From an optimization exercise on the open Yosys and OpenROAD flow, aimed at small area, a short achievable clock period and few clock cycles per item; shortcuts taken in it are not production practice.
At most, simulation tests tie the RTL to the original design; equivalence was not proved.

Design ncq_dither, start of the top module:
module ncq_dither #(
    parameter MAXW = 32
) (
    input  wire        clk,
    input  wire        rst,           
    input  wire        start,
    output wire        busy,
    input  wire [1:0]  kind,          
    input  wire [7:0]  strength,      
    input  wire        has_t,         
    input  wire [15:0] img_w,
    input  wire [15:0] img_h,
    input  wire [31:0] nseed,
    input  wire        in_valid,
    output wire        in_ready,
    input  wire [31:0] in_pixel,
    output wire        out_valid,
    input  wire        out_ready,
    output wire [31:0] out_pixel,
    output wire [14:0] lut_addr,
    input  wire [7:0]  lut_data,
    output wire [7:0]  pal_addr,
    input  wire [31:0] pal_data
);
    localparam [2:0] PH_WAIT = 3'd3;
    localparam RD = 26;                   
    function [31:0] xs32;
        input [31:0] t;
        reg [31:0] a;
        begin
            a = t ^ (t << 13);
  ...
Size: ~8900 cells after synthesis, roughly 2100 flip-flops, ~210 I/O pins, about 0.095 mm² of cells after synthesis.
==> flow/config.mk <==
export PLATFORM = sky130hd
export DESIGN_NAME = ncq_dither
export DESIGN_NICKNAME = ncq_dither
export VERILOG_FILES = /design/flow/design.v
export SDC_FILE = /design/flow/constraint.sdc
export NUM_CORES = 4
export LEC_CHECK = 0
export CAP_MARGIN = 20
export CORE_MARGIN = 2
export CORE_UTILIZATION = 40
export PLACE_DENSITY = 0.6
export SLEW_MARGIN = 20
==> flow/constraint.sdc <==
create_clock -name core_clock -period 21.0 [get_ports {clk}]
set_input_delay 4.2000 -clock core_clock [delete_from_list [all_inputs] [get_ports {clk}]]
set_output_delay 4.2000 -clock core_clock [all_outputs]
set_load 0.01 [all_outputs]
standard.sh (not shown) runs the stock make flow with config.mk's settings and CLKGATE_MAP_FILE= SYNTH_SCRIPT=/design/flow/synth_recipe.tcl, a recipe that flattens the netlist after the stock synthesis.
==> flow/flow/run.sh <==
#!/bin/bash
set -euo pipefail

MARGIN=12.5

# standard synthesis, unchanged
bash standard.sh synth > synth.log 2>&1

# the rest of the standard layout, with the setup margin
sed 's|"${@:-finish}"|SETUP_SLACK_MARGIN='"$MARGIN"' "${@:-finish}"|' standard.sh > standard_margin.sh
grep -q "SETUP_SLACK_MARGIN=$MARGIN" standard_margin.sh
bash standard_margin.sh > layout.log 2>&1
The starting point went through all stages and came out clean.
Edit:
--- a/flow/design.v
+++ b/flow/design.v
@@ -238,20 +238,24 @@
             reg [18:0] sq, cq;
             reg        kq;
             always @(posedge clk) begin
                 sq <= sd[30:12];
                 cq <= cd[30:12];
                 kq <= lo[12];
             end
-            wire [18:0] vh = sq + cq + {18'd0, kq};      
+            wire [9:0]  lw  = {1'b0, sq[8:0]} + {1'b0, cq[8:0]} + {9'd0, kq};
+            wire [9:0]  hi0 = sq[18:9] + cq[18:9];
+            wire [9:0]  hi1 = sq[18:9] + cq[18:9] + 10'd1;
+            wire [18:0] vh  = {lw[9] ? hi1 : hi0, lw[8:0]};
             wire [15:0] con12 = vh[15:0];
             wire [15:0] con13 = vh[16:1];
             wire [15:0] con14 = vh[17:2];
-            assign vb[14-5*c -: 5] = vh[18] ? 5'd0 :
-                                     (vh[17:14] != 4'd0) ? 5'd31 : vh[13:9];
+            wire [4:0] b0 = hi0[9] ? 5'd0 : (hi0[8:5] != 4'd0) ? 5'd31 : hi0[4:0];
+            wire [4:0] b1 = hi1[9] ? 5'd0 : (hi1[8:5] != 4'd0) ? 5'd31 : hi1[4:0];
+            assign vb[14-5*c -: 5] = lw[9] ? b1 : b0;
             wire [15:0] ao = sat_add(ph1 ? nm1[H -: 16] : n0[H -: 16],
                                      (ph1 && hvy) ? con13 : con12);
             wire [15:0] bo = sat_add(ph1 ? c2[H -: 16] : np1[H -: 16], con13);
             wire [15:0] co = sat_add(nm2[H -: 16], con14);
             assign nm2n[H -: 16] = en_c1 ? co : nm2[H -: 16];
             assign nm1n[H -: 16] = en_a1 ? ao : nm1[H -: 16];
             assign n0n[H -: 16]  = en_a2 ? ao : n0[H -: 16];
Result: The new run finished clean; register-to-register slack degrades by 100 ps; setup slack improved by 420 ps; global-route usage is lower by 0.44 points; final area went down by 0.68%; synthesized cell count went up by 1.2%; maximum frequency is higher by about 5%; flip-flop and latch count is unchanged; area after synthesis barely changes; wire length went down by 1.9%; worst hold slack gets better by 42 ps; die area hardly moves; non-clock buffer count came out lower by 62.
Testbench counts after the change, summed over its fixed seeds: cycles 20,528, pixels 8,192.
Function not checked in the first run of this note: the RTL went through the layout flow alone.

## afterwards: timing with drivers on the ports
No port has a modelled driver above. Below, the same layouts with a new extraction and two added sets of constraints. Step 1 (the two cells are an assumption about what drives the block):
set clk [get_ports {clk}]
set_driving_cell -lib_cell sky130_fd_sc_hd__clkbuf_16 $clk
set_driving_cell -lib_cell sky130_fd_sc_hd__buf_2 [delete_from_list [all_inputs] $clk]
Step 2 times the ports against the registers' clock, not the clock port: input delays grow and output delays shrink by t, the midpoint of the rising clock arrivals with the driver on. a / b / c = ideal / step 1 / step 2; a / b = the first two.
run	shift t [ns]	setup slack, ns	latest minus earliest clock arrival (ns)
the first run	0.947	11.752 / 11.663 / 11.462	0.097 / 0.097
the second run	0.935	12.176 / 12.114 / 11.484	0.095 / 0.095
After both steps every run listed still meets setup and hold. The setup slack of the second run, which loses most, moves by -0.062 ns with the drivers and by -0.692 ns with both steps.
